From an optimization exercise on the open Yosys and OpenROAD flow, aimed at small area, a short achievable clock period and few clock cycles; shortcuts taken in it are not production practice. The RTL was checked by simulation tests, not by an equivalence proof against the original design. Power and IR drop assume default switching activity.

==> design.v <==
module asmemu_cpu (
    input  wire        clk,
    input  wire        rst,
    output reg         mem_req,
    output reg         mem_we,
    output reg  [15:0] mem_addr,
    output reg  [7:0]  mem_wdata,
    input  wire        mem_ready,
    input  wire [7:0]  mem_rdata,
    output reg         out_valid,
    output reg  [7:0]  out_data,
    output wire        halted,
    output wire        faulted,
    output wire [2:0]  fault_code,
    input  wire [3:0]  dbg_sel,
    output reg  [15:0] dbg_data
);
    localparam [3:0] E_IDLE = 4'd0,    
                     E_GO   = 4'd1,    
                     E_RD0  = 4'd2,    
                     E_RD0W = 4'd3,    
                     E_RD1  = 4'd4,    
                     E_RD1W = 4'd5,    
                     E_WR0  = 4'd7,    
                     E_WR1  = 4'd8,    
                     E_MULI = 4'd9,    
                     E_DIVI = 4'd10,   
                     E_STR  = 4'd11,   
                     E_DCHK = 4'd12,   
                     E_RR2  = 4'd13,   
                     E_HALT = 4'd14,
                     E_FAULT= 4'd15;
    localparam [2:0] FLT_IP   = 3'd1,
                     FLT_MEM  = 3'd2,
                     FLT_DIV0 = 3'd3,
                     FLT_DOVF = 3'd4,
                     FLT_OPC  = 3'd5;
    localparam [3:0] F_N = 4'd0, F_RR = 4'd1, F_RI = 4'd2, F_RM = 4'd3,
                     F_RX = 4'd4, F_MI = 4'd5, F_XI = 4'd6, F_R = 4'd7,
                     F_M = 4'd8, F_X = 4'd9, F_J8 = 4'd10, F_J16 = 4'd11,
                     F_I8 = 4'd12, F_BAD = 4'd15;
    localparam [3:0] K_MOV = 4'd0, K_ADD = 4'd1, K_SUB = 4'd2, K_CMP = 4'd3,
                     K_AND = 4'd4, K_OR = 4'd5, K_XOR = 4'd6, K_INC = 4'd7,
                     K_DEC = 4'd8, K_NOT = 4'd9, K_MUL = 4'd10, K_DIV = 4'd11,
                     K_JCC = 4'd12, K_JMP = 4'd13, K_LOOP = 4'd14, K_SYS = 4'd15;
    localparam [1:0] QDEPTH = 2'd2;
    reg [127:0] rf;             
    reg        cf, zf, sf;
    reg [3:0]  estate;
    reg [2:0]  fcode;
    reg [16:0] fp;              
    reg        infl;            
    reg [7:0]  q0, q1;
    reg [1:0]  qcnt;
    reg [16:0] cursor;          
    reg [2:0]  gcnt;            
    reg [15:0] ip;              
    reg [3:0]  jcond;           
    reg        bad;             
    reg [3:0]  rid;             
    reg [3:0]  xid;             
    reg [17:0] ea;              
    reg [15:0] mdata;           
    reg [7:0]  wbuf;            
    reg [3:0]  icnt;            
    reg        spend;           
    assign halted     = (estate == E_HALT);
    assign faulted    = (estate == E_FAULT);
    assign fault_code = fcode;
    wire running = (estate != E_HALT) && (estate != E_FAULT);
    function automatic [3:0] op_fmt(input [7:0] o);
        reg rr, ri, rm, rx, r1, m1, x1, j8, n1;
        begin
            rr = (o == 8'h0A) | (o == 8'h10) | (o == 8'h20) | (o == 8'h22) |
                 (o == 8'h30) | (o == 8'h32) | (o == 8'h38);
            ri = (o == 8'h0B) | (o == 8'h11) | (o == 8'h21) | (o == 8'h23) |
                 (o == 8'h31) | (o == 8'h33) | (o == 8'h39);
            rm = (o == 8'h0C) | (o == 8'h24) | (o == 8'h26) | (o == 8'h34) |
                 (o == 8'h36) | (o == 8'h3A) | (o == 8'h89) | (o == 8'h8B);
            rx = (o == 8'h0D) | (o == 8'h25) | (o == 8'h27) | (o == 8'h35) |
                 (o == 8'h37) | (o == 8'h3B) | (o == 8'h88) | (o == 8'h8A);
            r1 = (o == 8'h40) | (o == 8'h41) | (o == 8'hF6) | (o == 8'hF7) | (o == 8'hF8);
            m1 = (o == 8'hA4) | (o == 8'hA6) | (o == 8'hA8) | (o == 8'hAA) | (o == 8'hAC);
            x1 = (o == 8'hA5) | (o == 8'hA7) | (o == 8'hA9) | (o == 8'hAB) | (o == 8'hAD);
            j8 = ((o[7:4] == 4'h7) && ((o[3:1] == 3'd1) || (o[3:2] == 2'd1) || (o[3:2] == 2'd3))) |
                 (o == 8'hE2);
            n1 = (o == 8'h90) | (o == 8'hC3) | (o == 8'hF4);
            if (rr)               op_fmt = F_RR;
            else if (ri)          op_fmt = F_RI;
            else if (rm)          op_fmt = F_RM;
            else if (rx)          op_fmt = F_RX;
            else if (o == 8'hC6)  op_fmt = F_MI;
            else if (o == 8'hC7)  op_fmt = F_XI;
            else if (r1)          op_fmt = F_R;
            else if (m1)          op_fmt = F_M;
            else if (x1)          op_fmt = F_X;
            else if (j8)          op_fmt = F_J8;
            else if (o == 8'hE9)  op_fmt = F_J16;
            else if (o == 8'hCD)  op_fmt = F_I8;
            else if (n1)          op_fmt = F_N;
            else                  op_fmt = F_BAD;
        end
    endfunction
    function automatic [2:0] fmt_len(input [3:0] f);
        if ((f == F_RR) || (f == F_R) || (f == F_J8) || (f == F_I8))
            fmt_len = 3'd2;
        else if ((f == F_M) || (f == F_J16))
            fmt_len = 3'd3;
        else if ((f == F_RI) || (f == F_RM) || (f == F_MI) || (f == F_X))
            fmt_len = 3'd4;
        else if ((f == F_RX) || (f == F_XI))
            fmt_len = 3'd5;
        else
            fmt_len = 3'd1;
    endfunction
    function automatic [3:0] op_kind(input [7:0] o);
        begin
            if (o[7:2] == 6'b000010)                                 op_kind = K_OR;    
            else if (o[7:2] == 6'b000011)                            op_kind = K_OR;    
            else if ((o[7:1] == 7'b0001000) || (o[7:2] == 6'b100010) ||
                     (o[7:1] == 7'b1100011))                         op_kind = K_MOV;   
            else if (o[7:4] == 4'h2)                                 op_kind = o[1] ? K_AND : K_ADD;
            else if ((o[7:4] == 4'h3) && o[3])                       op_kind = K_CMP;
            else if (o[7:4] == 4'h3)                                 op_kind = o[1] ? K_XOR : K_SUB;
            else if ((o == 8'h40) || (o[7:1] == 7'b1010010))         op_kind = K_INC;   
            else if ((o == 8'h41) || (o[7:1] == 7'b1010011))         op_kind = K_DEC;   
            else if ((o == 8'hF8) || (o[7:1] == 7'b1010100))         op_kind = K_NOT;   
            else if ((o == 8'hF6) || (o[7:1] == 7'b1010101))         op_kind = K_MUL;   
            else if ((o == 8'hF7) || (o[7:1] == 7'b1010110))         op_kind = K_DIV;   
            else if (o[7:4] == 4'h7)                                 op_kind = K_JCC;
            else if (o == 8'hE9)                                     op_kind = K_JMP;
            else if (o == 8'hE2)                                     op_kind = K_LOOP;
            else                                                     op_kind = K_SYS;
        end
    endfunction
    reg  [3:0] fmt;             
    reg  [3:0] kind;            
    reg        d_store;         
    reg        d_hlt;
    wire       is_mem  = (fmt == F_RM) || (fmt == F_RX) || (fmt == F_MI) ||
                         (fmt == F_XI) || (fmt == F_M)  || (fmt == F_X);
    wire       regop   = (fmt == F_RR) || (fmt == F_RI) || (fmt == F_RM) ||
                         (fmt == F_RX) || (fmt == F_R);
    wire       w16     = (regop || (kind == K_LOOP)) && rid[3];
    wire       mem_two = ((fmt == F_RM) || (fmt == F_RX)) && rid[3];
    wire       rmw     = ((fmt == F_M) || (fmt == F_X)) &&
                         ((kind == K_INC) || (kind == K_DEC) || (kind == K_NOT));
    wire       badid   = bad;
    wire       oob     = ea[16] || (mem_two && (ea[15:0] == 16'hFFFF));
    wire       at_end  = cursor[16];
    wire       next_bad = ea[17] || ea[16];
    function automatic [15:0] rsel(input [2:0] n, input [127:0] r);
        case (n)
            3'd0: rsel = r[15:0];
            3'd1: rsel = r[31:16];
            3'd2: rsel = r[47:32];
            3'd3: rsel = r[63:48];
            3'd4: rsel = r[79:64];
            3'd5: rsel = r[95:80];
            3'd6: rsel = r[111:96];
            default: rsel = r[127:112];
        endcase
    endfunction
    function automatic [15:0] rread(input [3:0] id, input [127:0] r);
        reg [15:0] w;
        begin
            w = rsel(id[3] ? id[2:0] : {1'b0, id[1:0]}, r);
            if (id[3])
                rread = w;
            else
                rread = id[2] ? {8'd0, w[15:8]} : {8'd0, w[7:0]};
        end
    endfunction
    wire [15:0] r_ax = rf[15:0];
    wire [15:0] r_cx = rf[31:16];
    wire [15:0] r_dx = rf[47:32];
    wire        p_xid = (gcnt != 3'd0) || ((estate == E_GO) && (fmt == F_RR));
    wire [15:0] xr = rread(p_xid ? xid : rid, rf);
    wire [15:0] xi = xr;
    wire        alu_mem = (estate == E_RD0W) || (estate == E_RD1W);
    wire [15:0] mop     = mem_two ? {mem_rdata, mdata[7:0]} : {8'd0, mem_rdata};
    wire        alu_rmw = rmw;
    wire        aw16    = w16 && !alu_rmw;
    wire [15:0] amask   = aw16 ? 16'hFFFF : 16'h00FF;
    wire [15:0] a_val   = (alu_rmw ? {8'd0, mem_rdata} : xr) & amask;
    reg  [15:0] b_src;
    always @* begin
        if ((kind == K_INC) || (kind == K_DEC) || (kind == K_LOOP))
            b_src = 16'd1;
        else if (alu_mem)
            b_src = mop;
        else
            b_src = mdata;
    end
    wire [15:0] b_val  = b_src & amask;
    wire        a_sub  = (kind == K_SUB) || (kind == K_CMP) || (kind == K_DEC) ||
                         (kind == K_LOOP);
    wire [16:0] a_sum  = {1'b0, a_val} + ({1'b0, b_val} ^ {17{a_sub}}) + {16'd0, a_sub};
    reg  [15:0] alu_r;
    always @* begin
        case (kind)
            K_MOV:   alu_r = b_val;
            K_AND:   alu_r = a_val & b_val;
            K_OR:    alu_r = a_val | b_val;
            K_XOR:   alu_r = a_val ^ b_val;
            K_NOT:   alu_r = ~a_val;
            default: alu_r = a_sum[15:0];
        endcase
    end
    wire [15:0] alu_res = alu_r & amask;
    wire        alu_logic = (kind == K_AND) || (kind == K_OR) || (kind == K_XOR);
    wire        alu_cf  = !alu_logic && (aw16 ? a_sum[16] : a_sum[8]);
    wire        alu_zf  = (alu_res == 16'd0);
    wire        alu_sf  = aw16 ? alu_res[15] : alu_res[7];
    wire        alu_flags = (kind != K_MOV) && (kind != K_NOT);
    wire        alu_wreg  = (kind != K_CMP);
    wire [15:0] md_h   = w16 ? r_dx : {8'd0, r_ax[15:8]};
    wire        md_l0  = r_ax[0];
    wire        md_div = (kind == K_DIV);
    wire        dq_top = w16 ? r_ax[15] : r_ax[7];
    wire [16:0] md_a   = (md_div && (estate == E_DIVI)) ? {md_h, dq_top} : {1'b0, md_h};
    wire [16:0] md_b   = md_div ? ~{1'b0, mdata} : (md_l0 ? {1'b0, mdata} : 17'd0);
    wire [16:0] md_s   = md_a + md_b + {16'd0, md_div};
    wire [16:0] mul_s  = md_s;
    reg  [15:0] mul_ax, mul_dx;
    always @* begin
        if (w16) begin
            mul_dx = mul_s[16:1];
            mul_ax = {mul_s[0], r_ax[15:1]};
        end else begin
            mul_dx = r_dx;
            mul_ax = {mul_s[8:1], mul_s[0], r_ax[7:1]};
        end
    end
    wire mul_cf = w16 ? (mul_dx != 16'd0) : (mul_ax[15:8] != 8'd0);
    wire mul_zf = w16 ? (mul_ax == 16'd0) : (mul_ax[7:0] == 8'd0);
    wire mul_sf = w16 ? mul_ax[15] : mul_ax[7];
    wire [16:0] div_t  = md_s;
    wire        div_take = !div_t[16];
    wire [15:0] div_r  = div_take ? div_t[15:0] : {md_h[14:0], dq_top};
    reg  [15:0] div_ax, div_dx;
    always @* begin
        if (w16) begin
            div_dx = div_r;
            div_ax = {r_ax[14:0], div_take};
        end else begin
            div_dx = r_dx;
            div_ax = {div_r[7:0], r_ax[6:0], div_take};
        end
    end
    reg jcc_take;
    always @* begin
        case (jcond)
            4'h4:    jcc_take = zf;
            4'h5:    jcc_take = !zf;
            4'hC:    jcc_take = sf;
            4'hE:    jcc_take = zf || sf;
            4'hF:    jcc_take = !zf && !sf;
            4'hD:    jcc_take = !sf;
            4'h2:    jcc_take = cf;
            4'h3:    jcc_take = !cf;
            4'h6:    jcc_take = cf || zf;
            default: jcc_take = !cf && !zf;    
        endcase
    end
    wire j_take = (kind == K_JMP) || ((kind == K_JCC) && jcc_take) ||
                  ((kind == K_LOOP) && (r_cx != 16'd1));
    wire is_jump = (fmt == F_J8) || (fmt == F_J16);
    wire go_fault_pre = (fmt == F_BAD) || badid || (is_mem && oob);
    wire [15:0] st_data = (fmt == F_MI || fmt == F_XI) ? {8'd0, mdata[15:8]} : xr;
    wire        wr_hit = (ea[15:3] == cursor[15:3]) || (ea[15:3] == fp[15:3]);
    reg        e_bus;       
    reg        e_req;
    reg        e_we;
    reg [7:0]  e_wd;
    always @* begin
        e_bus = 1'b0;
        e_req = 1'b0;
        e_we  = 1'b0;
        e_wd  = 8'd0;
        case (estate)
            E_GO: if (is_mem) begin
                e_bus = 1'b1;
                if (d_store) begin
                    e_req = !go_fault_pre && !at_end;
                    e_we  = 1'b1;
                    e_wd  = st_data[7:0];
                end else begin
                    e_req = 1'b1;
                end
            end
            E_RD0: begin e_bus = 1'b1; e_req = 1'b1; end
            E_RD0W: if (mem_two) begin e_bus = 1'b1; e_req = 1'b1; end
            E_RD1: begin e_bus = 1'b1; e_req = 1'b1; end
            E_WR0: begin
                e_bus = 1'b1; e_req = 1'b1; e_we = 1'b1;
                e_wd  = rmw ? wbuf : st_data[7:0];
            end
            E_WR1: begin
                e_bus = 1'b1; e_req = 1'b1; e_we = 1'b1;
                e_wd  = st_data[15:8];
            end
            E_STR: begin e_bus = 1'b1; e_req = !ea[16]; end
            default: ;
        endcase
    end
    wire e_acc = e_req && mem_ready;
    wire redir = (estate == E_GO) && is_jump && j_take && !next_bad;
    wire [1:0]  qocc   = qcnt + {1'b0, infl};
    wire        f_req  = running && !e_bus &&
                         (redir || (!fp[16] && (qocc < QDEPTH)));
    wire        f_acc  = f_req && mem_ready;
    wire [15:0] maddr  = (e_bus || redir) ? ea[15:0] : fp[15:0];
    wire [16:0] minc   = {1'b0, maddr} + 17'd1;
    always @* begin
        mem_req   = e_req || f_req;
        mem_we    = e_we;
        mem_addr  = maddr;
        mem_wdata = e_wd;
    end
    wire        hv = (qcnt != 2'd0) || infl;
    wire [7:0]  hb = (qcnt != 2'd0) ? q0 : mem_rdata;
    wire [2:0]  hlen = fmt_len(op_fmt(hb));
    wire [2:0]  glen = fmt_len(fmt);
    wire        g_last = (gcnt == 3'd0) ? (hlen == 3'd1) : (gcnt + 3'd1 == glen);
    reg e_final;
    always @* begin
        e_final = 1'b0;
        case (estate)
            E_IDLE: e_final = 1'b1;
            E_GO: begin
                if (go_fault_pre || at_end)
                    e_final = 1'b0;
                else if (is_mem)
                    e_final = d_store && !mem_two && mem_ready && !wr_hit;
                else if (is_jump)
                    e_final = !j_take;
                else if (fmt == F_N)
                    e_final = !d_hlt;
                else if (fmt == F_I8)
                    e_final = !((mdata[15:8] == 8'h21) && (r_ax[15:8] == 8'h09));
                else
                    e_final = !((kind == K_MUL) || (kind == K_DIV) || (fmt == F_RR));
            end
            E_RD0W: e_final = !mem_two && !rmw && (kind != K_MUL) && (kind != K_DIV);
            E_RD1W: e_final = 1'b1;
            E_RR2:  e_final = 1'b1;
            E_MULI, E_DIVI: e_final = (icnt == 4'd0);
            E_WR0:  e_final = !mem_two && mem_ready && !wr_hit;
            E_WR1:  e_final = mem_ready && !wr_hit;
            E_STR:  e_final = spend && (mem_rdata == 8'h24);
            default: e_final = 1'b0;
        endcase
    end
    wire g_fault = (estate == E_IDLE) && (gcnt != 3'd0) && cursor[16];
    wire g_take  = hv && e_final && running;
    wire        g_jmp  = (fmt == F_J8) || (fmt == F_J16);
    wire        g_idx  = (fmt == F_RX) || (fmt == F_X) || (fmt == F_XI);
    wire [15:0] g_xi   = g_idx ? xi : 16'd0;
    wire [7:0]  lo_a   = (fmt == F_J16) ? mdata[15:8] : hb;
    wire [7:0]  lo_b   = g_jmp ? cursor[7:0] : g_xi[7:0];
    wire [8:0]  ea_lo  = {1'b0, lo_a} + {1'b0, lo_b} + {8'd0, g_jmp};
    wire [9:0]  hi_a   = g_jmp ? {1'b0, cursor[16:8]} : {2'b00, hb};
    wire [9:0]  hi_b   = g_jmp ? ((fmt == F_J16) ? {{2{hb[7]}}, hb} : {10{hb[7]}})
                               : {2'b00, g_xi[15:8]};
    wire        hi_c   = g_jmp ? ea_lo[8] : ea[8];
    wire [9:0]  ea_hi  = hi_a + hi_b + {9'd0, hi_c};
    always @* begin
        if (!dbg_sel[3])
            dbg_data = rsel(dbg_sel[2:0], rf);
        else if (!dbg_sel[0])
            dbg_data = ip;
        else
            dbg_data = {13'd0, sf, zf, cf};
    end
    reg        outv;
    always @* begin
        out_valid = outv;
        out_data  = wbuf;
    end
    reg        rw_en;
    reg [3:0]  rw_id;
    reg [15:0] rw_val;
    reg        md_en;
    reg [15:0] md_ax, md_dx;
    task automatic write_id(input [3:0] id, input [15:0] v);
        begin
            rw_en  = 1'b1;
            rw_id  = id;
            rw_val = v;
        end
    endtask
    reg        flush;
    reg [16:0] flush_to;
    integer i;
    always @(posedge clk) begin
        rw_en  = 1'b0;
        rw_id  = 4'd0;
        rw_val = 16'd0;
        md_en  = 1'b0;
        md_ax  = 16'd0;
        md_dx  = 16'd0;
        if (rst) begin
            rf <= {48'd0, 16'hFFFE, 64'd0};
            cursor <= 17'h00100;
            fp     <= 17'h00100;
            infl   <= 1'b0;
            qcnt   <= 3'd0;
            gcnt   <= 3'd0;
            cf     <= 1'b0;
            zf     <= 1'b0;
            sf     <= 1'b0;
            fcode  <= 3'd0;
            estate <= E_IDLE;
            outv   <= 1'b0;
            spend  <= 1'b0;
        end else begin
            outv  <= 1'b0;
            flush = 1'b0;
            flush_to = cursor;
            case (estate)
                E_IDLE: begin
                    if (g_fault) begin
                        fcode  <= FLT_IP;
                        estate <= E_FAULT;
                    end
                end
                E_GO: begin
                    if (fmt == F_BAD || badid) begin
                        fcode  <= FLT_OPC;
                        estate <= E_FAULT;
                    end else if (is_mem && oob) begin
                        fcode  <= FLT_MEM;
                        estate <= E_FAULT;
                    end else if (at_end && (kind != K_DIV) && !is_jump) begin
                        fcode  <= FLT_IP;
                        estate <= E_FAULT;
                    end else if (is_mem) begin
                        if (d_store) begin
                            if (mem_ready) begin
                                if (mem_two) begin
                                    ea[15:0] <= minc[15:0];
                                    estate   <= E_WR1;
                                end else begin
                                    estate <= E_IDLE;
                                end
                                if (wr_hit) begin
                                    flush = 1'b1;
                                    estate <= mem_two ? E_WR1 : E_IDLE;
                                end
                            end else begin
                                estate <= E_WR0;
                            end
                        end else begin
                            if (mem_ready) begin
                                if (mem_two) ea[15:0] <= minc[15:0];
                                estate <= E_RD0W;
                            end else begin
                                estate <= E_RD0;
                            end
                        end
                    end else if (is_jump) begin
                        if (j_take && next_bad) begin
                            fcode  <= FLT_IP;
                            estate <= E_FAULT;
                        end else if (!j_take && at_end) begin
                            fcode  <= FLT_IP;
                            estate <= E_FAULT;
                        end else begin
                            if (kind == K_LOOP)
                                write_id(4'd9, alu_res);
                            if (j_take) begin
                                flush    = 1'b1;
                                flush_to = ea[16:0];
                            end
                            estate <= E_IDLE;
                        end
                    end else if (fmt == F_N) begin
                        if (d_hlt) begin
                            ip     <= cursor[15:0];
                            estate <= E_HALT;
                        end else
                            estate <= E_IDLE;
                    end else if (fmt == F_I8) begin
                        estate <= E_IDLE;
                        if (mdata[15:8] == 8'h21 && r_ax[15:8] == 8'h02) begin
                            outv <= 1'b1;
                            wbuf <= r_dx[7:0];
                        end else if (mdata[15:8] == 8'h21 && r_ax[15:8] == 8'h09) begin
                            ea     <= {2'b00, r_dx};
                            spend  <= 1'b0;
                            estate <= E_STR;
                        end
                    end else if (kind == K_MUL) begin
                        mdata <= xr;
                        write_id(w16 ? 4'd10 : 4'd4, 16'd0);
                        icnt   <= w16 ? 4'd15 : 4'd7;
                        estate <= E_MULI;
                    end else if (kind == K_DIV) begin
                        mdata  <= xr;
                        estate <= E_DCHK;
                    end else if (fmt == F_RR) begin
                        mdata  <= xr;
                        estate <= E_RR2;
                    end else begin
                        if (alu_flags) begin
                            cf <= alu_cf;
                            zf <= alu_zf;
                            sf <= alu_sf;
                        end
                        if (alu_wreg)
                            write_id(rid, alu_res);
                        estate <= E_IDLE;
                    end
                end
                E_RR2: begin
                    if (alu_flags) begin
                        cf <= alu_cf;
                        zf <= alu_zf;
                        sf <= alu_sf;
                    end
                    if (alu_wreg)
                        write_id(rid, alu_res);
                    estate <= E_IDLE;
                end
                E_RD0: begin
                    if (mem_ready) begin
                        if (mem_two) ea[15:0] <= minc[15:0];
                        estate <= E_RD0W;
                    end
                end
                E_RD0W: begin
                    mdata <= {8'd0, mem_rdata};
                    if (mem_two) begin
                        estate <= mem_ready ? E_RD1W : E_RD1;
                    end else if (kind == K_MUL) begin
                        write_id(4'd4, 16'd0);
                        icnt   <= 4'd7;
                        estate <= E_MULI;
                    end else if (kind == K_DIV) begin
                        estate <= E_DCHK;
                    end else begin
                        if (alu_flags) begin
                            cf <= alu_cf;
                            zf <= alu_zf;
                            sf <= alu_sf;
                        end
                        if (rmw) begin
                            wbuf   <= alu_res[7:0];
                            estate <= E_WR0;
                        end else begin
                            if (alu_wreg)
                                write_id(rid, alu_res);
                            estate <= E_IDLE;
                        end
                    end
                end
                E_DCHK: begin
                    if (mdata == 16'd0) begin
                        fcode  <= FLT_DIV0;
                        ip     <= cursor[15:0];
                        estate <= E_FAULT;
                    end else if (!md_s[16]) begin
                        fcode  <= FLT_DOVF;
                        ip     <= cursor[15:0];
                        estate <= E_FAULT;
                    end else if (at_end) begin
                        fcode  <= FLT_IP;
                        estate <= E_FAULT;
                    end else begin
                        icnt   <= w16 ? 4'd15 : 4'd7;
                        estate <= E_DIVI;
                    end
                end
                E_RD1: begin
                    if (mem_ready)
                        estate <= E_RD1W;
                end
                E_RD1W: begin
                    if (alu_flags) begin
                        cf <= alu_cf;
                        zf <= alu_zf;
                        sf <= alu_sf;
                    end
                    if (alu_wreg)
                        write_id(rid, alu_res);
                    estate <= E_IDLE;
                end
                E_WR0: begin
                    if (mem_ready) begin
                        if (mem_two) begin
                            ea[15:0] <= minc[15:0];
                            estate   <= E_WR1;
                        end else
                            estate <= E_IDLE;
                        if (wr_hit) flush = 1'b1;
                    end
                end
                E_WR1: begin
                    if (mem_ready) begin
                        estate <= E_IDLE;
                        if (wr_hit) flush = 1'b1;
                    end
                end
                E_MULI: begin
                    md_en = 1'b1;
                    md_ax = mul_ax;
                    md_dx = mul_dx;
                    icnt    <= icnt - 4'd1;
                    if (icnt == 4'd0) begin
                        cf <= mul_cf;
                        zf <= mul_zf;
                        sf <= mul_sf;
                        estate <= E_IDLE;
                    end
                end
                E_DIVI: begin
                    md_en = 1'b1;
                    md_ax = div_ax;
                    md_dx = div_dx;
                    icnt    <= icnt - 4'd1;
                    if (icnt == 4'd0)
                        estate <= E_IDLE;
                end
                E_STR: begin
                    if (spend) begin
                        if (mem_rdata == 8'h24) begin
                            estate <= E_IDLE;
                        end else begin
                            outv <= 1'b1;
                            wbuf <= mem_rdata;
                        end
                    end
                    if (!(spend && mem_rdata == 8'h24)) begin
                        if (e_acc) begin
                            ea[16:0] <= minc;
                            spend    <= 1'b1;
                        end else begin
                            spend <= 1'b0;
                            if (ea[16] && !spend) begin
                                fcode  <= FLT_MEM;
                                estate <= E_FAULT;
                            end
                        end
                    end
                end
                default: ;    
            endcase
            if (g_take) begin
                cursor <= cursor + 17'd1;
                if (gcnt == 3'd0) begin
                    jcond <= hb[3:0];
                    ip    <= cursor[15:0];
                    bad   <= 1'b0;
                    fmt  <= op_fmt(hb);
                    kind <= op_kind(hb);
                    d_store <= (hb == 8'h88) || (hb == 8'h89) || (hb == 8'hC6) || (hb == 8'hC7);
                    d_hlt   <= (hb == 8'hF4);
                end else begin
                    mdata <= {hb, mdata[15:8]};
                    if (gcnt == 3'd1)
                        bad <= ((fmt == F_RI) || (fmt == F_RM) || (fmt == F_RX) || (fmt == F_R) ||
                                (fmt == F_X) || (fmt == F_XI)) && (hb[7:4] != 4'd0);
                    else if (gcnt == 3'd2 && fmt == F_RX && hb[7:4] != 4'd0)
                        bad <= 1'b1;
                    if (gcnt == 3'd1) begin
                        rid <= (fmt == F_RR) ? hb[7:4] : (kind == K_LOOP) ? 4'd9 : hb[3:0];
                        xid <= hb[3:0];
                    end
                    if (gcnt == 3'd2 && fmt == F_RX)
                        xid <= hb[3:0];
                    case (fmt)
                        F_M, F_MI: begin
                            if (gcnt == 3'd1) ea[8:0]  <= ea_lo;
                            if (gcnt == 3'd2) ea[17:8] <= ea_hi;
                        end
                        F_RM, F_X, F_XI: begin
                            if (gcnt == 3'd2) ea[8:0]  <= ea_lo;
                            if (gcnt == 3'd3) ea[17:8] <= ea_hi;
                        end
                        F_RX: begin
                            if (gcnt == 3'd3) ea[8:0]  <= ea_lo;
                            if (gcnt == 3'd4) ea[17:8] <= ea_hi;
                        end
                        F_J8: ea <= {ea_hi, ea_lo[7:0]};
                        F_J16: if (gcnt == 3'd2) ea <= {ea_hi, ea_lo[7:0]};
                        default: ;
                    endcase
                end
                if (g_last) begin
                    gcnt   <= 3'd0;
                    estate <= E_GO;
                end else begin
                    gcnt <= gcnt + 3'd1;
                end
            end
            if (flush) begin
                qcnt   <= 2'd0;
                cursor <= flush_to;
                infl   <= f_acc;
                fp     <= f_acc ? minc : flush_to;
            end else begin
                if (g_take && qcnt != 2'd0)
                    q0 <= q1;
                if (infl && !(g_take && qcnt == 2'd0)) begin
                    if (qcnt - {1'b0, g_take} == 2'd0)
                        q0 <= mem_rdata;
                    else
                        q1 <= mem_rdata;
                end
                qcnt <= qcnt - {1'b0, g_take && qcnt != 2'd0}
                             + {1'b0, infl && !(g_take && qcnt == 2'd0)};
                infl <= f_acc;
                if (f_acc) fp <= minc;
            end
            for (i = 0; i < 8; i = i + 1) begin
                if (rw_en && (rw_id[3] ? (rw_id[2:0] == i) : (!rw_id[2] && rw_id[1:0] == i)))
                    rf[i*16 +: 8] <= rw_val[7:0];
                if (rw_en && (rw_id[3] ? (rw_id[2:0] == i) : (rw_id[2] && rw_id[1:0] == i)))
                    rf[i*16+8 +: 8] <= rw_id[3] ? rw_val[15:8] : rw_val[7:0];
            end
            if (md_en) begin
                rf[15:0]  <= md_ax;
                rf[47:32] <= md_dx;
            end
        end
    end
endmodule
==> flow/run.sh <==
#!/bin/bash
set -euo pipefail
bash standard.sh SETUP_SLACK_MARGIN=7 finish > standard_flow.log 2>&1
==> standard.sh <==
#!/bin/bash
# synth_recipe.tcl (not shown) runs the flow's synth.tcl, then flattens the netlist and writes it again
# the make line also repeats each setting of config.mk as NAME=value (left out here)
make -C /OpenROAD-flow-scripts/flow DESIGN_CONFIG=/design/flow/config.mk WORK_HOME=/design/flow/orfs CLKGATE_MAP_FILE= SYNTH_SCRIPT=/design/flow/synth_recipe.tcl "${@:-finish}"
==> config.mk <==
export PLATFORM = sky130hd
export DESIGN_NAME = asmemu_cpu
export DESIGN_NICKNAME = asmemu_cpu
export VERILOG_FILES = /design/flow/design.v
export SDC_FILE = /design/flow/constraint.sdc
export NUM_CORES = 4
export LEC_CHECK = 0
export CAP_MARGIN = 20
export CORE_MARGIN = 2
export CORE_UTILIZATION = 30
export PLACE_DENSITY = 0.5
export SLEW_MARGIN = 20
==> constraint.sdc <==
create_clock -name core_clock -period 14.0 [get_ports {clk}]
set_input_delay 2.8000 -clock core_clock [delete_from_list [all_inputs] [get_ports {clk}]]
set_output_delay 2.8000 -clock core_clock [all_outputs]
set_load 0.01 [all_outputs]
==> results of run 1 <==
[power by group]
group          internal [W]  switching [W]  leakage, nW
sequential          0.00103       0.000280         2.41
combinational       0.00122        0.00214         8.68
clock              0.000609       0.000422        0.633
total               0.00287        0.00284         11.7
[worst min-delay path by stage]
stage / from / end / slack, ps / cells past startpoint
global route: fcode[1]$_SDFFE_PP0P_ / fcode[1]$_SDFFE_PP0P_ / 500 / 2
floorplan: rf[51]$_SDFFE_PP0P_ / rf[51]$_SDFFE_PP0P_ / 450 / 2
global placement: fcode[2]$_SDFFE_PP0P_ / fcode[2]$_SDFFE_PP0P_ / 470 / 2
CTS: fcode[1]$_SDFFE_PP0P_ / fcode[1]$_SDFFE_PP0P_ / 490 / 2
detailed placement: fp[16]$_SDFFE_PP0P_ / fp[16]$_SDFFE_PP0P_ / 480 / 2
finish: fcode[1]$_SDFFE_PP0P_ / fcode[1]$_SDFFE_PP0P_ / 490 / 2
[stage by stage]
step / total power [W] / utilization (%) / instance area (um2) / hold WS (ps)
3_5_place_dp: 0.00437 / 32.5 / 28100 / 480
2_1_floorplan: 0.00323 / - / 26100 / 450
4_1_cts: 0.00555 / 35.7 / 30800 / 493
3_3_place_gp: 0.00438 / 32.5 / 28100 / 470
6_report: 0.00571 / 36.1 / 31200 / 488
5_1_grt: 0.00596 / 36.1 / 31200 / 505
[metal layers]
layer,vias up,share of wire [%],GRT usage (%),wire (um)
met5,-,0.020,0,27
met3,408,10,5.64,14100
met2,1903,42,43.9,57400
met4,4,6.3,15.3,8520
met1,14289,41,39.8,55800
li1,12973,-,-,-
[repair_timing]
item / in CTS / in global routing
gates resized for setup: 240 / 69
pin swaps: 40 / 39
hold buffers: 0 / 0
cloned: 13 / 0
buffers inserted: 74 / 19
endpoints found under the setup margin: 134 / 86
[state kept, by name, summed over array words and instances, names as in the netlist, 2 cells and up]
signal / cells
estate: 4
cursor: 17
xid: 4
fmt: 4
fp: 17
qcnt: 2
gcnt: 3
q0: 8
wbuf: 8
icnt: 4
ip: 16
ea: 18
jcond: 4
fcode: 3
mdata: 16
rf: 128
rid: 4
q1: 8
kind: 4
[worst max-delay path, delay by kind of cell (launching register included)]
family / cells / cell delay, ps
buf+inv: 4 / 960
simple gates: 2 / 830
compound gates: 6 / 1320
flops: 1 / 520
mux: 1 / 80
[cell usage after synthesis, types with 69 or more instances]
library cell and instances:
a211oi_1 69, a21oi_1 283, clkbuf_1 219, dfxtp_1 180, edfxtp_1 101, ha_1 89, inv_1 102, mux2i_1 147
nand2_1 396, nand3_1 112, nor2_1 347, nor3_1 72, o21ai_0 267, xnor2_1 71
[cell type report]
| cell class | count | share of cell area (%) |
|---|---|---|
| clock inverter | 17 | 0.566 |
| tap | 1155 | 4.63 |
| multi-input combinational | 2777 | 60.2 |
| antenna | 5 | 0.0401 |
| inverter | 105 | 1.28 |
| timing repair buffer | 294 | 8.45 |
| clock buffer | 51 | 3.53 |
| sequential | 281 | 21.3 |
[logic make-up after synthesis]
group / after synthesis / share of synthesized area [%]
and+or+nand+nor: 1184 / 21.0
adders and majority gates: 97 / 4.84
DFF: 281 / 25.4
buffers and inverters: 385 / 5.88
AOI/OAI and AO/OA: 1174 / 30.1
xor gates and xnor gates: 110 / 3.69
muxes: 208 / 9.02
==> summary.md, run 1 <==
| Metric | Value |
|---|---|
| WS Path Type | `reg -> out` |
| Final Hold Viols | `0` |
| Slew of the pin with the lowest slew margin | `1170 ps` |
| Fmax | `141 MHz` |
| GP Congestion | `1.00` |
| Setup TNS | `0 ps` |
| Fill count | `9,185` |
| Largest net degree at the start of global routing | `82` |
| Final-stage net count | `3,608` |
| Worst-Skew Late Latency | `580 ps` |
| First-pass GRT wire length | `196,000 um` |
| DRC Markers | `0` |
| Worst R2R Start | `fmt[2]$_DFFE_PP_` |
| Max Slew Vio Count | `0` |
| Setup WS pre-CTS | `5230 ps` |
| Leading post-synthesis cells by cell area | `dfxtp_1, edfxtp_1, nand2_1` |
| Post-DP HPWL | `96,300 um` |
| Reg clk slew, reported paths | `50 ps` |
| CP Capture Type | `primary output` |
| Sink Count | `281` |
| Post-layout minimum cycle time | `7100 ps` |
| IO Count | `71` |
| Via count | `29,577` |
| Max Root-Sink Buffers | `3` |
| Worst Hold Class | `reg -> reg` |
| Worst-path fanout max | `13` |
| Inst Count DP | `4,506` |
| Worst R2R Path Depth | `25` |
| ANT nets after route | `0` |
| Share of cells above drive strength 1 | `16.4%` |
| Cell area after synthesis | `26,100 um2` |
| Row count | `108` |
| Power density cells | `183 nW/um2` |
| Synth async-reset ratio | `0%` |
| Ys Warns | `1` |
| Slew HR | `21.2%` |
| Critical Path RT | `11,200 ps` |
| Register area share after synthesis | `25.4%` |
| Smallest setup slack after layout | `6900 ps` |
| Pleak | `11.7 nW` |
| Height of the die | `299 um` |
| Register area | `6640 um2` |
| Post-synthesis cell count | `3,439` |
| Initial core utilization | `30.2%` |
| Crit start category | `register` |
| Crit path cell chain | `or4b_4 -> o21ai_4 -> buf_4 -> mux2i_4 -> buf_4 -> bufbuf_16 -> a22oi_1 -> o211ai_1 -> o221ai_4 -> nand2_4 -> o21ai_0 -> o211ai_1 -> dlygate4sd2_1` |
| Post-synthesis cell type count | `119` |
| Period utilization | `50.7%` |
| Flop2flop setup slack | `7190 ps` |
| Max-cap violations | `0` |
| #FFs+latches synth | `281` |
| Skew final | `26.8 ps` |
| Global route overflow | `0` |
| Die area | `89,300 um2` |
| Post-Syn Nets | `3,550` |
| Wire per inst | `29.0 um` |
| Worst R2R End | `rf[45]$_SDFFE_PP0P_` |
| H-Tree Level Count | `2` |
| Worst IR drop on VDD | `0.0840 mV` |
| RSZ-0062 raised after global routing | `yes` |
| I/O Buffers | `70` |
| Via density | `6.31` |
| Post-route insts no fill | `4,685` |
| Setup crit end | `mem_wdata[5]` |
| Multi-input logic area | `18,800 um2` |
| CTS root buffer | `clkbuf_16` |
| Post-synth EDFFs | `101` |
| Core area | `86,500 um2` |
| Outcome | `complete, no violations` |
| First-pass DRT Iterations | `6` |
| Vias in the first global route | `27,135` |
| Crit path DAT | `4300 ps` |
| CP max stage delay | `680 ps` |
| Die W | `299 um` |
| Initial antenna violation count | `4` |
| Top cell type's share of synthesized area | `13.8%` |
| Setup violators final | `0` |
| Most frequent cells in the layout | `nand2_1, nor2_1, a21oi_1` |
| Yosys top cell by area | `dfxtp_1` |
| Ys flop type | `dfxtp_1` |
| Initial DRC count | `3,942` |
| CTS tree | `done` |
| Most common cell after layout, fill and taps aside | `nand2_1` |
| CTS Buf Count | `38` |
| Worst Setup SP | `fmt[2]$_DFFE_PP_` |
| Wirelength, routed | `136,000 um` |
| Critical path's slowest cell | `or4b_4` |
| Overall Global Routing Usage | `29.3%` |
| Layout area overhead | `19.6%` |
| Synth Area per Inst | `7.59 um2` |
Testbench counts, summed over its fixed seeds: cycles 125,642.
==> run 2: changes to the inputs <==
==> flow/run.sh (replaced) <==
#!/bin/bash
set -euo pipefail
bash standard.sh SETUP_SLACK_MARGIN=8 "BUFFER_PORTS_ARGS=-buffer_cell sky130_fd_sc_hd__buf_2" finish > standard_flow.log 2>&1
--- a/config.mk
+++ b/config.mk
@@ -8,5 +8,7 @@
 export CAP_MARGIN = 20
 export CORE_MARGIN = 2
 export CORE_UTILIZATION = 30
+export CTS_CLUSTER_DIAMETER = 80
+export CTS_CLUSTER_SIZE = 30
 export PLACE_DENSITY = 0.5
 export SLEW_MARGIN = 20
==> summary.md, run 2 <==
| Metric | Value |
|---|---|
| Via count | `30,447` |
| Post-Syn Nets | `3,550` |
| Outcome | `complete, no violations` |
| Max Root-Sink Buffers | `3` |
| CTS root buffer | `clkbuf_16` |
| Initial DRC count | `4,263` |
| Synth Area per Inst | `7.59 um2` |
| Power density cells | `183 nW/um2` |
| Global route overflow | `0` |
| #FFs+latches synth | `281` |
| Setup TNS | `0 ps` |
| Setup violators final | `0` |
| Crit path DAT | `4180 ps` |
| ANT nets after route | `0` |
| H-Tree Level Count | `1` |
| Wirelength, routed | `139,000 um` |
| IO Count | `71` |
| Wire per inst | `29.2 um` |
| Post-layout minimum cycle time | `6980 ps` |
| Row count | `108` |
| Initial core utilization | `30.2%` |
| CTS tree | `done` |
| Worst-Skew Late Latency | `630 ps` |
| Hold_sp | `fcode[1]$_SDFFE_PP0P_` |
| Reg clk slew, reported paths | `80 ps` |
| Ys flop type | `dfxtp_1` |
| Max Slew Vio Count | `0` |
| WS Path Type | `in -> out` |
| Hold Path Sink | `fcode[1]$_SDFFE_PP0P_` |
| Fmax | `143 MHz` |
| Leading post-synthesis cells by cell area | `dfxtp_1, edfxtp_1, nand2_1` |
| Post-DP HPWL | `96,000 um` |
| GP Congestion | `0.995` |
| Worst IR drop on VDD | `0.0992 mV` |
| Inst Count DP | `4,488` |
| Post-route insts no fill | `4,775` |
| Largest registers | `rf x128, ea x18` |
| Top cell type's share of synthesized area | `13.8%` |
| CTS Buf Count | `22` |
| Largest net degree at the start of global routing | `90` |
| Yosys top cell by area | `dfxtp_1` |
| Post-synth EDFFs | `101` |
| Biggest register | `rf` |
| Layout area overhead | `27.3%` |
| Most common cell after layout, fill and taps aside | `nand2_1` |
| CP max stage delay | `520 ps` |
| Worst-path fanout max | `7` |
| Util after Layout | `38.4%` |
| Fill count | `8,894` |
| I/O Buffers | `70` |
| Crit start category | `input pin` |
| Period utilization | `49.8%` |
| First-pass DRT Iterations | `10` |
| Critical path's slowest cell | `mux4_2` |
| Post-synthesis cell count | `3,439` |
| Die area | `89,300 um2` |
| Max-cap violations | `0` |
| CP Capture Type | `primary output` |
| Core area | `86,500 um2` |
| Buf/Inv on CP | `4` |
| Most frequent cells in the layout | `nand2_1, nor2_1, a21oi_1` |
| Height of the die | `299 um` |
| Sink Count | `281` |
| Top delay family on crit path | `multiplexers` |
| Worst R2R Start | `fmt[1]$_DFFE_PP_` |
| Ys Warns | `1` |
| Pleak | `12.6 nW` |
| Most frequent CP cell | `buf_12` |
| Via density | `6.38` |
| Worst R2R End | `ea[11]$_DFFE_PN_` |
| Post-synth top cells | `nand2_1, nor2_1, a21oi_1, o21ai_0, clkbuf_1` |
| Final Hold Viols | `0` |
| Critical Path RT | `11,200 ps` |
| Top-count cell post-synth | `nand2_1` |
| Slew HR | `16.2%` |
| Initial antenna violation count | `5` |
| Register area share after synthesis | `25.4%` |
| Vias in the first global route | `27,486` |
| Crit path cell chain | `buf_12 -> buf_12 -> buf_4 -> mux4_2 -> mux2i_4 -> o21ai_2 -> buf_2` |
| Final-stage net count | `3,712` |
| Worst R2R Path Depth | `38` |
| Worst hold slack | `485 ps` |
| Post-synthesis cell type count | `119` |
| Number of flip-flops in the largest register | `128` |
| DRC Markers | `0` |
| Die W | `299 um` |
| Skew final | `71.6 ps` |
| Flop2flop setup slack | `7290 ps` |
| Overall Global Routing Usage | `29.4%` |
| Synth async-reset ratio | `0%` |
| First-pass GRT wire length | `197,000 um` |
| Slew of the pin with the lowest slew margin | `1250 ps` |
| Cell area after synthesis | `26,100 um2` |
| Worst Hold Class | `reg -> reg` |
| Worst hold path depth | `2` |
| RSZ-0062 raised after global routing | `yes` |
| Share of cells above drive strength 1 | `24.8%` |
==> run 2: final cells by class <==
type / instances / area (um2) / area share (%)
antenna: 3 / 7.51 / 0.0226
clock buffer: 24 / 558 / 1.68
clock inverter: 16 / 295 / 0.890
inverter: 105 / 404 / 1.22
multi-input combinational: 2778 / 20000 / 60.3
sequential: 281 / 6650 / 20.0
tap: 1155 / 1450 / 4.35
timing repair buffer: 413 / 3800 / 11.5
==> run 2: worst max path at each step <==
stage / start / to / slack (ps) / cells past startpoint
3_3_place_gp: dbg_sel[1] / dbg_data[3] / 6330 / 8
3_5_place_dp: fmt[2]$_DFFE_PP_ / ea[17]$_DFFE_PN_ / 6210 / 29
5_1_grt: dbg_sel[1] / dbg_data[3] / 6970 / 9
6_report: dbg_sel[1] / dbg_data[14] / 7020 / 7
4_1_cts: dbg_sel[0] / dbg_data[3] / 7040 / 8
2_1_floorplan: mem_rdata[0] / ea[17]$_DFFE_PN_ / 7270 / 27
==> run 2: cells by family (layout without fill, tap and decap cells) <==
| kind of cell | after synthesis | in the layout | synth area share (%) |
|---|---|---|---|
| simple gates | 1184 | 1187 | 21.0 |
| compound gates | 1174 | 1176 | 30.1 |
| buf+inv | 385 | 558 | 5.88 |
| flops | 281 | 281 | 25.4 |
| mux | 208 | 208 | 9.02 |
| xor+xnor | 110 | 110 | 3.69 |
| fa+ha+maj | 97 | 97 | 4.84 |
| other cells | 0 | 3 | 0 |
==> run 2: worst reg2reg max path, delay by kind of cell, from the launching register on <==
kind | cells | cell delay [ps]
AOI/OAI and AO/OA | 13 | 2180
buffers and inverters | 15 | 1970
adders and majority gates | 2 | 720
and+or+nand+nor | 7 | 1120
muxes | 1 | 110
DFF | 1 | 440
==> run 2: timing repair <==
action / 4_1_cts / 5_1_grt
endpoints found under the setup margin: 206 / 168
pin swaps: 102 / 128
resized for setup: 279 / 243
setup buffers: 142 / 85
hold buffers: 0 / 0
gates cloned: 13 / 3
==> run 2: per-layer routing <==
| layer | GRT usage (%) | up-vias | wire, um |
|---|---|---|---|
| met5 | 0 | - | 27 |
| met4 | 14.4 | 4 | 8350 |
| met3 | 7.97 | 454 | 18100 |
| met2 | 41.9 | 2104 | 56200 |
| met1 | 40.7 | 14697 | 56700 |
| li1 | - | 13188 | - |
==> run 2: power breakdown <==
part	switching [W]	leakage, nW	internal (W)	total (W)
Sequential	0.000292	2.42	0.00103	0.00132
Combinational	0.00240	9.73	0.00159	0.00398
Clock	0.000428	0.412	0.000352	0.000779
Total	0.00312	12.6	0.00297	0.00609
==> run 2: per-stage QoR <==
step,setup WS (ps),power [W],area (um2)
after floorplan,7270,0.00326,26500
after global placement,6330,0.00436,27800
after detailed placement,6210,0.00435,27800
after CTS,7040,0.00553,31300
after global routing,6970,0.00631,33200
final,7020,0.00609,33200
==> run 3: changes to the inputs <==
==> flow/run.sh (replaced) <==
#!/bin/bash
set -euo pipefail
bash standard.sh SETUP_SLACK_MARGIN=7 "BUFFER_PORTS_ARGS=-buffer_cell sky130_fd_sc_hd__buf_2" finish > standard_flow.log 2>&1
--- a/config.mk
+++ b/config.mk
@@ -8,7 +8,7 @@
 export CAP_MARGIN = 20
 export CORE_MARGIN = 2
 export CORE_UTILIZATION = 30
-export CTS_CLUSTER_DIAMETER = 80
-export CTS_CLUSTER_SIZE = 30
+export CTS_CLUSTER_DIAMETER = 60
+export CTS_CLUSTER_SIZE = 24
 export PLACE_DENSITY = 0.5
 export SLEW_MARGIN = 20
==> summary.md, run 3 <==
| Metric | Value |
|---|---|
| ANT nets after route | `0` |
| Pleak | `11.5 nW` |
| RSZ-0062 raised after global routing | `yes` |
| Outcome | `complete, no violations` |
| Most frequent cells in the layout | `nand2_1, nor2_1, a21oi_1` |
| Most common cell after layout, fill and taps aside | `nand2_1` |
| First-pass GRT wire length | `193,000 um` |
| Worst Setup SP | `fmt[1]$_DFFE_PP_` |
| Worst R2R Path Depth | `18` |
| DRC Markers | `0` |
| CTS Buf Count | `37` |
| Leading post-synthesis cells by cell area | `dfxtp_1, edfxtp_1, nand2_1` |
| Setup crit end | `mem_wdata[7]` |
| Most frequent CP cell | `buf_12` |
| Largest registers | `rf x128, ea x18` |
| Top-count cell post-synth | `nand2_1` |
| Switching share of power | `51.3%` |
| Slew HR | `24.0%` |
| Largest net degree at the start of global routing | `80` |
| Top delay family on crit path | `compound AO/OA/AOI/OAI gates` |
| Post-synthesis cell count | `3,439` |
| Initial DRC count | `4,025` |
| Crit start category | `register` |
| Synth async-reset ratio | `0%` |
| Ys Warns | `1` |
| First-pass DRT Iterations | `9` |
| Core area | `86,500 um2` |
| Worst IR drop on VDD | `0.128 mV` |
| Worst hold slack | `489 ps` |
| Clock Power Share | `18.4%` |
| Critical path's slowest cell | `or4b_4` |
| Reg power frac | `23.0%` |
| Cell area after synthesis | `26,100 um2` |
| GP Congestion | `1.00` |
| Smallest setup slack after layout | `6960 ps` |
| IO Count | `71` |
| Design area | `30,500 um2` |
| Setup TNS | `0 ps` |
| Slew of the pin with the lowest slew margin | `1140 ps` |
| Row count | `108` |
| Fmax | `142 MHz` |
| Setup WS pre-CTS | `6290 ps` |
| Crit path cell chain | `buf_12 -> or4b_4 -> o211a_4 -> a32o_4 -> buf_12 -> a221oi_1 -> a21oi_1 -> o21ai_2 -> nand2_1 -> o21ai_0 -> o221ai_1 -> buf_2` |
| NetSw | `0.00290 W` |
| Buf/Inv on CP | `3` |
| Setup violators final | `0` |
| Worst-Skew Late Latency | `590 ps` |
| Worst R2R Start | `fmt[0]$_DFFE_PP_` |
| Biggest register | `rf` |
| Flop2flop setup slack | `7320 ps` |
| Critical Path RT | `11,200 ps` |
| Ys flop type | `dfxtp_1` |
| Overall Global Routing Usage | `28.9%` |
| I/O Buffers | `70` |
| CTS tree | `done` |
| Synth Area per Inst | `7.59 um2` |
| CP Depth | `12` |
| Die area | `89,300 um2` |
| Global route overflow | `0` |
| Pint | `0.00275 W` |
| Vias in the first global route | `26,852` |
| Final Hold Viols | `0` |
| Yosys top cell by area | `dfxtp_1` |
| Period utilization | `50.3%` |
| Wirelength, routed | `134,000 um` |
| H-Tree Level Count | `2` |
| Skew final | `40.3 ps` |
| Placed Area | `27,700 um2` |
| Post-synthesis cell type count | `119` |
| Crit path DAT | `4240 ps` |
| CTS root buffer | `clkbuf_16` |
| Share of cells above drive strength 1 | `16.1%` |
| Max Root-Sink Buffers | `3` |
| Die W | `299 um` |
| Register area share after synthesis | `25.4%` |
| Power density cells | `185 nW/um2` |
| Via density | `6.27` |
| Final-stage net count | `3,564` |
| Via count | `29,103` |
| Post-layout minimum cycle time | `7040 ps` |
| Post-synth EDFFs | `101` |
| Inst Count DP | `4,499` |
| Hold buffers post-CTS | `0` |
| #FFs+latches synth | `281` |
| Fill count | `9,258` |
| Wire per inst | `28.9 um` |
| Sink Count | `281` |
| Layout area overhead | `16.8%` |
| Worst-path fanout max | `16` |
| Worst Hold Class | `reg -> reg` |
| WS Path Type | `reg -> out` |
| Logic pwr share | `58.7%` |
| Top cell type's share of synthesized area | `13.8%` |
| Max Slew Vio Count | `0` |
| Initial antenna violation count | `3` |
| Worst R2R End | `cf$_SDFFE_PP0P_` |
| Post-synth top cells | `nand2_1, nor2_1, a21oi_1, o21ai_0, clkbuf_1` |
| Post-route insts no fill | `4,641` |
| CP Capture Type | `primary output` |
| CP max stage delay | `620 ps` |
| Height of the die | `299 um` |
| Post-DP HPWL | `97,300 um` |
| Initial core utilization | `30.2%` |
| Reg clk slew, reported paths | `60 ps` |
| Post-Syn Nets | `3,550` |
| Number of flip-flops in the largest register | `128` |
| Max-cap violations | `0` |
-- run 3: worst min path at each step --
stage | from | end | slack [ps] | cells after the start
finish | fp[16]$_SDFFE_PP0P_ | fp[16]$_SDFFE_PP0P_ | 490 | 2
global route | fp[16]$_SDFFE_PP0P_ | fp[16]$_SDFFE_PP0P_ | 520 | 2
CTS | fp[16]$_SDFFE_PP0P_ | fp[16]$_SDFFE_PP0P_ | 490 | 2
detailed placement | fp[16]$_SDFFE_PP0P_ | fp[16]$_SDFFE_PP0P_ | 480 | 2
global placement | fp[16]$_SDFFE_PP0P_ | fp[16]$_SDFFE_PP0P_ | 470 | 2
floorplan | rf[51]$_SDFFE_PP0P_ | rf[51]$_SDFFE_PP0P_ | 450 | 2
-- run 3: worst min-delay path: cells and delay by family, from the launching register on --
| family | cells | cell delay [ps] |
|---|---|---|
| compound gates | 1 | 80 |
| simple gates | 1 | 50 |
| flops | 1 | 310 |
-- run 3: kinds of logic (layout without fill, tap and decap cells) --
| kind of cell | Yosys count | count (layout) | share of synthesized area [%] |
|---|---|---|---|
| xor+xnor | 110 | 110 | 3.69 |
| fa+ha+maj | 97 | 97 | 4.84 |
| buf+inv | 385 | 424 | 5.88 |
| simple gates | 1184 | 1186 | 21.0 |
| flops | 281 | 281 | 25.4 |
| other cells | 0 | 5 | 0 |
| compound gates | 1174 | 1175 | 30.1 |
| mux | 208 | 208 | 9.02 |
-- run 3: final cells by class --
| cell class | count | area (um2) | share of cell area, % |
|---|---|---|---|
| Antenna cell | 5 | 12.5 | 0.0411 |
| Clock buffer | 38 | 940 | 3.08 |
| Timing Repair Buffer | 252 | 2060 | 6.75 |
| Inverter | 105 | 400 | 1.31 |
| Clock inverter | 29 | 357 | 1.17 |
| Sequential cell | 281 | 6640 | 21.8 |
| Multi-Input combinational cell | 2776 | 18600 | 61.1 |
| Tap cell | 1155 | 1450 | 4.74 |
-- run 3: power by group through the flow --
stage	combinational [W]	sequential [W]	clock, W
final	0.00331	0.00130	0.00104
after global routing	0.00353	0.00130	0.00107
after CTS	0.00314	0.00128	0.00105
after detailed placement	0.00303	0.00130	0
after global placement	0.00304	0.00130	0
after floorplan	0.00210	0.00113	0
-- run 3: per-stage QoR --
stage	power (W)	util [%]
after floorplan	0.00323	-
after global placement	0.00434	32.0
after detailed placement	0.00433	32.0
after CTS	0.00547	34.6
after global routing	0.00590	35.2
final	0.00565	35.2
-- run 3: what timing repair did --
action	4_1_cts	5_1_grt
buffers inserted	40	21
cloned	8	1
endpoints found under the hold margin	0	0
pin swaps	22	28
setup endpoints to repair	98	48
gates resized for setup	83	91
-- run 3: routing by layer --
layer	global-route usage, %	vias up	wire [um]
met4	14.1	0	7570
met1	39.5	14065	55800
li1	-	12867	-
met2	43.5	1793	57400
met5	0	-	0
met3	5.46	378	13200
==> run 4: changes to the inputs <==
--- a/config.mk
+++ b/config.mk
@@ -5,10 +5,11 @@
 export SDC_FILE = /design/flow/constraint.sdc
 export NUM_CORES = 4
 export LEC_CHECK = 0
+export ABC_AREA = 1
 export CAP_MARGIN = 20
 export CORE_MARGIN = 2
-export CORE_UTILIZATION = 30
+export CORE_UTILIZATION = 45
 export CTS_CLUSTER_DIAMETER = 60
 export CTS_CLUSTER_SIZE = 24
-export PLACE_DENSITY = 0.5
+export PLACE_DENSITY = 0.6
 export SLEW_MARGIN = 20
==> summary.md, run 4 <==
| Metric | Value |
|---|---|
| Flop2flop setup slack | `7300 ps` |
| Clock Power Share | `16.3%` |
| I/O Buffers | `70` |
| Yosys top cell by area | `dfxtp_1` |
| CTS Buf Count | `36` |
| Post-synthesis cell type count | `81` |
| Post-Syn Nets | `4,191` |
| Adder-Cell Fraction of Synth Area | `4.87%` |
| Slew of the pin with the lowest slew margin | `1040 ps` |
| ANT nets after route | `0` |
| Worst-path fanout max | `8` |
| Final-stage net count | `4,228` |
| Overall Global Routing Usage | `40.7%` |
| Worst hold path depth | `2` |
| Die area | `59,200 um2` |
| Post-synth top cells | `nand2_1, inv_1, o21ai_0, nor2_1, a21oi_1` |
| Global route overflow | `0` |
| Final Hold Viols | `0` |
| Worst Setup SP | `dbg_sel[2]` |
| Most common cell after layout, fill and taps aside | `nand2_1` |
| Worst R2R Path Depth | `42` |
| Post-DP HPWL | `95,300 um` |
| Leading post-synthesis cells by cell area | `dfxtp_1, nand2_1, edfxtp_1` |
| Layout area overhead | `12.8%` |
| Most frequent cells in the layout | `nand2_1, inv_1, o21ai_0` |
| Fmax | `141 MHz` |
| Skew final | `58.1 ps` |
| Largest net degree at the start of global routing | `74` |
| Core area | `56,500 um2` |
| Compound-cell area share of the yosys netlist | `27.7%` |
| Cell area after synthesis | `25,800 um2` |
| Pleak | `12.6 nW` |
| Mux contribution to synthesized area | `0.0389%` |
| Share of cells above drive strength 1 | `10.5%` |
| Die W | `243 um` |
| Top cell type's share of synthesized area | `14.0%` |
| NetSw | `0.00347 W` |
| Post-layout minimum cycle time | `7070 ps` |
| Slew HR | `30.4%` |
| Ys flop type | `dfxtp_1` |
| Wire per inst | `25.5 um` |
| DRC Markers | `0` |
| Post-synthesis cell count | `4,080` |
| Setup violators final | `0` |
| Post-synthesis xor/xnor area fraction | `2.92%` |
| Worst IR drop on VDD | `0.164 mV` |
| First-pass GRT wire length | `182,000 um` |
| Crit path DAT | `4270 ps` |
| First-pass DRT Iterations | `9` |
| Biggest register | `rf` |
| CTS root buffer | `clkbuf_16` |
| Post-Synth Simple-Gate Area | `26.9%` |
| CP Capture Type | `primary output` |
| Setup TNS | `0 ps` |
| Max Slew Vio Count | `0` |
| Power density cells | `213 nW/um2` |
| Largest registers | `rf x128, ea x18` |
| Initial DRC count | `4,252` |
| Initial core utilization | `45.6%` |
| GP Congestion | `1.07` |
| Ys Warns | `1` |
| Post-synth EDFFs | `101` |
| Pint | `0.00272 W` |
| Setup crit end | `dbg_data[7]` |
| Number of flip-flops in the largest register | `128` |
| Reg power frac | `22.7%` |
| Outcome | `complete, no violations` |
| Period utilization | `50.5%` |
| Critical Path RT | `11,200 ps` |
| Hold buffers post-CTS | `0` |
| Worst R2R End | `ea[16]$_DFFE_PN_` |
| Worst R2R Start | `gcnt[0]$_SDFFE_PP0P_` |
| Synth Area per Inst | `6.31 um2` |
| Main combinational cell family by area after synthesis | `compound AO/OA/AOI/OAI gates` |
| Via density | `6.19` |
| Row count | `87` |
| Worst Hold Class | `reg -> reg` |
| Worst-Skew Late Latency | `600 ps` |
| Synth async-reset ratio | `0%` |
| WS Path Type | `in -> out` |
| Post-layout power | `0.00620 W` |
| RSZ-0062 raised after global routing | `yes` |
| Switching share of power | `56.1%` |
| Reg clk slew, reported paths | `60 ps` |
| IO Count | `71` |
| Vias in the first global route | `26,992` |
| CTS tree | `done` |
| Logic pwr share | `61.0%` |
| Max-cap violations | `0` |
| Crit start category | `input pin` |
| Height of the die | `243 um` |
| Initial antenna violation count | `8` |
| Wirelength, routed | `125,000 um` |
| #FFs+latches synth | `281` |
| Sink Count | `281` |
| Via count | `30,367` |
| H-Tree Level Count | `2` |
| Register area share after synthesis | `25.8%` |
| Max Root-Sink Buffers | `3` |
| Top-count cell post-synth | `nand2_1` |
==> run 4: cell types whose count changed after synthesis, moves of 40 or more <==
| cell | change |
|---|---|
| mux2_2 | -43 |
| nand2_1 | +442 |
| nor2_1 | +42 |
| inv_1 | +473 |
| xnor2_1 | -45 |
| clkbuf_1 | -88 |
| mux2i_1 | -146 |
| nand3_1 | +93 |
| a211oi_1 | -40 |
| o21ai_0 | +217 |
==> run 4: metal layers <==
metal  part of all wire (%)  GRT usage, %  wire length (um)  vias to the layer above
met5                  0.022             0                27                        -
met4                    5.7          19.8              7180                        4
met3                     12          8.63             14700                      375
met2                     42          59.9             52000                     1970
met1                     41          56.4             51100                    14064
li1                       -             -                 -                    13954
==> run 4: timing repair <==
| action | 4_1_cts | 5_1_grt |
|---|---|---|
| resized for setup | 80 | 76 |
| setup buffers | 33 | 16 |
| setup endpoints to repair | 31 | 56 |
| pin swaps | 19 | 23 |
| cloned | 5 | 1 |
==> run 4: power by group through the flow <==
| stage | Sequential (W) | Combinational [W] | Clock (W) |
|---|---|---|---|
| floorplan | 0.00122 | 0.00242 | 0 |
| global placement | 0.00140 | 0.00348 | 0 |
| detailed placement | 0.00140 | 0.00347 | 0 |
| CTS | 0.00139 | 0.00356 | 0.00101 |
| global route | 0.00141 | 0.00408 | 0.00104 |
| finish | 0.00141 | 0.00378 | 0.00101 |
==> run 4: critical path, stage by stage <==
cell and delay [ps]:
buf_12 110, clkinvlp_4 160, buf_6 130, nor3_4 30
buf_4 140, inv_4 130, o22ai_4 80, a221oi_2 180
nand2_1 90, a21oi_2 180, o22ai_1 90, buf_2 160
==> run 4: per-stage QoR <==
step | hold WS [ps] | setup slack [ps] | std cells | cell area, um2 | util, %
6_report | 484 | 6930 | 4903 | 29100 | 51.5
5_1_grt | 522 | 6850 | 4901 | 29100 | 51.4
4_1_cts | 484 | 6950 | 4884 | 28600 | 50.7
3_5_place_dp | 466 | 6140 | 4780 | 26700 | 47.2
3_3_place_gp | 458 | 6230 | 4780 | 26700 | 47.2
2_1_floorplan | 443 | 7030 | 4080 | 25800 | -
==> run 4: worst min-delay path by stage <==
stage	from	to	slack, ps
2_1_floorplan	rf[70]$_SDFFE_PP1P_	rf[70]$_SDFFE_PP1P_	440
3_3_place_gp	rf[70]$_SDFFE_PP1P_	rf[70]$_SDFFE_PP1P_	460
3_5_place_dp	rf[70]$_SDFFE_PP1P_	rf[70]$_SDFFE_PP1P_	470
4_1_cts	gcnt[2]$_SDFFE_PP0P_	gcnt[2]$_SDFFE_PP0P_	480
5_1_grt	gcnt[0]$_SDFFE_PP0P_	gcnt[0]$_SDFFE_PP0P_	520
6_report	gcnt[2]$_SDFFE_PP0P_	gcnt[2]$_SDFFE_PP0P_	480
==> run 4: cell families after synthesis <==
family,after synthesis
XOR/XNOR,86
multiplexers,1
adder cells (fa/ha/maj),96
AND/OR/NAND/NOR,1623
AO/OA/AOI/OAI,1216
flip-flops,281
buffers and inverters,777
==> run 4: layout make-up <==
type / instances / area (um2)
Sequential cell: 281 / 6640
Clock inverter: 25 / 355
Timing Repair Buffer: 163 / 1190
Inverter: 607 / 2340
Clock buffer: 41 / 930
Tap cell: 756 / 946
Antenna cell: 2 / 5.00
Multi-Input combinational cell: 3026 / 16700
Timing Repair inverter: 2 / 10.0
Fill cell: 5959 / 27400
==> run 5: changes to the inputs <==
--- a/config.mk
+++ b/config.mk
@@ -8,8 +8,8 @@
 export ABC_AREA = 1
 export CAP_MARGIN = 20
 export CORE_MARGIN = 2
-export CORE_UTILIZATION = 45
+export CORE_UTILIZATION = 50
 export CTS_CLUSTER_DIAMETER = 60
 export CTS_CLUSTER_SIZE = 24
-export PLACE_DENSITY = 0.6
+export PLACE_DENSITY = 0.65
 export SLEW_MARGIN = 20
==> summary.md, run 5 <==
| Metric | Value |
|---|---|
| Pleak | `12.4 nW` |
| WL met1 | `47,800 um` |
| Core area | `51,100 um2` |
| #FFs+latches synth | `281` |
| Max Root-Sink Buffers | `3` |
| Logic pwr share | `61.0%` |
| Leading post-synthesis cells by cell area | `dfxtp_1, nand2_1, edfxtp_1` |
| Die area | `53,300 um2` |
| Height of the die | `231 um` |
| Initial DRC count | `4,581` |
| CP max stage delay | `320 ps` |
| Wirelength, routed | `123,000 um` |
| Initial core utilization | `50.4%` |
| Overall Global Routing Usage | `44.4%` |
| Worst R2R Start | `kind[1]$_SDFFCE_PP0P_` |
| Metal3 WL | `16,600 um` |
| Via count | `30,789` |
| Crit path cell chain | `buf_12 -> clkinvlp_4 -> nor3_1 -> buf_4 -> clkinvlp_4 -> o2111ai_1 -> o21ai_2 -> o22ai_1 -> buf_2` |
| Worst IR drop on VDD | `0.177 mV` |
| Vias in the first global route | `26,776` |
| Synth Area per Inst | `6.31 um2` |
| Reg clk slew, reported paths | `80 ps` |
| Die W | `231 um` |
| Slew of the pin with the lowest slew margin | `1060 ps` |
| Worst Hold Class | `reg -> reg` |
| CTS root buffer | `clkbuf_16` |
| Wire per inst | `25.5 um` |
| Ys Warns | `1` |
| Fmax | `141 MHz` |
| CTS Buf Count | `35` |
| Most frequent CP cell | `clkinvlp_4` |
| Hold_sp | `rf[70]$_SDFFE_PP1P_` |
| Initial antenna violation count | `6` |
| CTS tree | `done` |
| NetSw | `0.00342 W` |
| Top delay family on crit path | `buffers and inverters` |
| GP Congestion | `1.06` |
| Post-DP HPWL | `93,000 um` |
| Skew final | `44.1 ps` |
| Clock Power Share | `16.1%` |
| Sink Count | `281` |
| Post-synthesis cell type count | `81` |
| Crit start category | `input pin` |
| Period utilization | `50.8%` |
| Max-cap violations | `0` |
| Setup TNS | `0 ps` |
| First-pass DRT Iterations | `7` |
| Worst-path fanout max | `5` |
| Worst R2R End | `fcode[0]$_SDFFE_PP0P_` |
| Met2 routed wirelength | `50,100 um` |
| Post-Syn Nets | `4,191` |
| Biggest register | `rf` |
| Number of flip-flops in the largest register | `128` |
| Crit path DAT | `4310 ps` |
| Row count | `83` |
| Top-count cell post-synth | `nand2_1` |
| Switching share of power | `55.7%` |
| Final-stage net count | `4,227` |
| Hold Path Sink | `rf[70]$_SDFFE_PP1P_` |
| Placed Area | `26,600 um2` |
| Post-synthesis cell count | `4,080` |
| Flop2flop setup slack | `7310 ps` |
| Max Used Layer | `met5` |
| Slew HR | `29.1%` |
| Critical path's slowest cell | `nor3_1` |
| Worst R2R Path Depth | `34` |
| RSZ-0062 raised after global routing | `yes` |
| Power density cells | `214 nW/um2` |
| Worst-Skew Late Latency | `590 ps` |
| Worst hold path depth | `2` |
| Synth async-reset ratio | `0%` |
| Final Hold Viols | `0` |
| DRC Markers | `0` |
| Setup violators final | `0` |
| Critical Path RT | `11,200 ps` |
| Yosys top cell by area | `dfxtp_1` |
| Cell area after synthesis | `25,800 um2` |
| Most frequent cells in the layout | `nand2_1, inv_1, o21ai_0` |
| Layout area overhead | `11.7%` |
| Global route overflow | `0` |
| I/O Buffers | `70` |
| Top cell type's share of synthesized area | `14.0%` |
| Post-synth EDFFs | `101` |
| Ys flop type | `dfxtp_1` |
| Post-layout minimum cycle time | `7110 ps` |
| Register area share after synthesis | `25.8%` |
| Pint | `0.00272 W` |
| Design area | `28,800 um2` |
| Largest registers | `rf x128, ea x18` |
| Buf/Inv on CP | `5` |
| Post-synth top cells | `nand2_1, inv_1, o21ai_0, nor2_1, a21oi_1` |
| Largest net degree at the start of global routing | `84` |
| Most common cell after layout, fill and taps aside | `nand2_1` |
| Share of cells above drive strength 1 | `10.0%` |
| WS Path Type | `in -> out` |
| Outcome | `complete, no violations` |
| H-Tree Level Count | `2` |
| CP Capture Type | `primary output` |
| Reg power frac | `23.0%` |
| Max Slew Vio Count | `0` |
| ANT nets after route | `0` |
| First-pass GRT wire length | `178,000 um` |
| IO Count | `71` |
| Via density | `6.38` |
-- run 5: area by class of cell --
cell class / instances / area, um2
Fill cell: 5148 / 22300
Multi-Input combinational cell: 3026 / 16500
Sequential cell: 281 / 6640
Inverter: 607 / 2340
Timing Repair Buffer: 163 / 1170
Clock buffer: 38 / 918
Tap cell: 680 / 851
Clock inverter: 23 / 293
Timing Repair inverter: 2 / 13.8
Antenna cell: 3 / 7.51
-- run 5: metal layers --
layer	vias up	global-route usage, %
li1	13963	-
met1	14155	60.1
met2	2209	64.5
met3	456	11.2
met4	6	24.4
met5	-	0
-- run 5: how the worst max path moves through the flow --
stage	from	endpoint	slack, ps	cells after the start
after CTS	gcnt[0]$_SDFFE_PP0P_	ea[16]$_DFFE_PN_	6950	42
after floorplan	mem_rdata[0]	ea[16]$_DFFE_PN_	7030	29
after global placement	mem_rdata[0]	ea[16]$_DFFE_PN_	6310	30
after global routing	dbg_sel[2]	dbg_data[5]	6840	9
after detailed placement	mem_rdata[0]	ea[16]$_DFFE_PN_	6220	30
final	dbg_sel[2]	dbg_data[5]	6890	9
-- run 5: power groups by stage --
stage               logic (W)  registers (W)  clock network [W]
floorplan             0.00242        0.00122                  0
global placement      0.00343        0.00140                  0
detailed placement    0.00344        0.00140                  0
CTS                   0.00352        0.00139           0.000989
global route          0.00402        0.00141            0.00102
finish                0.00375        0.00141           0.000987
-- run 5: timing repair --
action                                  in CTS  in global routing
gates cloned                                 5                  1
endpoints found under the setup margin      30                 49
buffers inserted                            23                 27
hold buffers                                 0                  0
pin swaps                                   13                 21
resized for setup                           60                 64
-- run 5: cell families after synthesis --
logic type / count (synthesis) / synth area share (%)
buf+inv: 777 / 11.8
fa+ha+maj: 96 / 4.87
xor+xnor: 86 / 2.92
compound gates: 1216 / 27.7
flops: 281 / 25.8
simple gates: 1623 / 26.9
mux: 1 / 0.0389
-- run 5: per-stage QoR --
stage | setup slack [ps] | std cells | total power [W] | hold slack, ps | util, %
after floorplan | 7030 | 4080 | 0.00364 | 443 | -
after global placement | 6310 | 4702 | 0.00484 | 451 | 52.0
after detailed placement | 6220 | 4703 | 0.00484 | 468 | 52.0
after CTS | 6950 | 4792 | 0.00589 | 488 | 55.3
after global routing | 6840 | 4821 | 0.00645 | 516 | 56.3
final | 6890 | 4823 | 0.00615 | 487 | 56.3
-- run 5: worst register-to-register path: cells and delay by family (launching register included) --
family                   cells  cell delay (ps)
buffers and inverters        9             1780
flip-flops                   1              530
AND/OR/NAND/NOR             14             1500
AO/OA/AOI/OAI                9             2010
adder cells (fa/ha/maj)      2              700
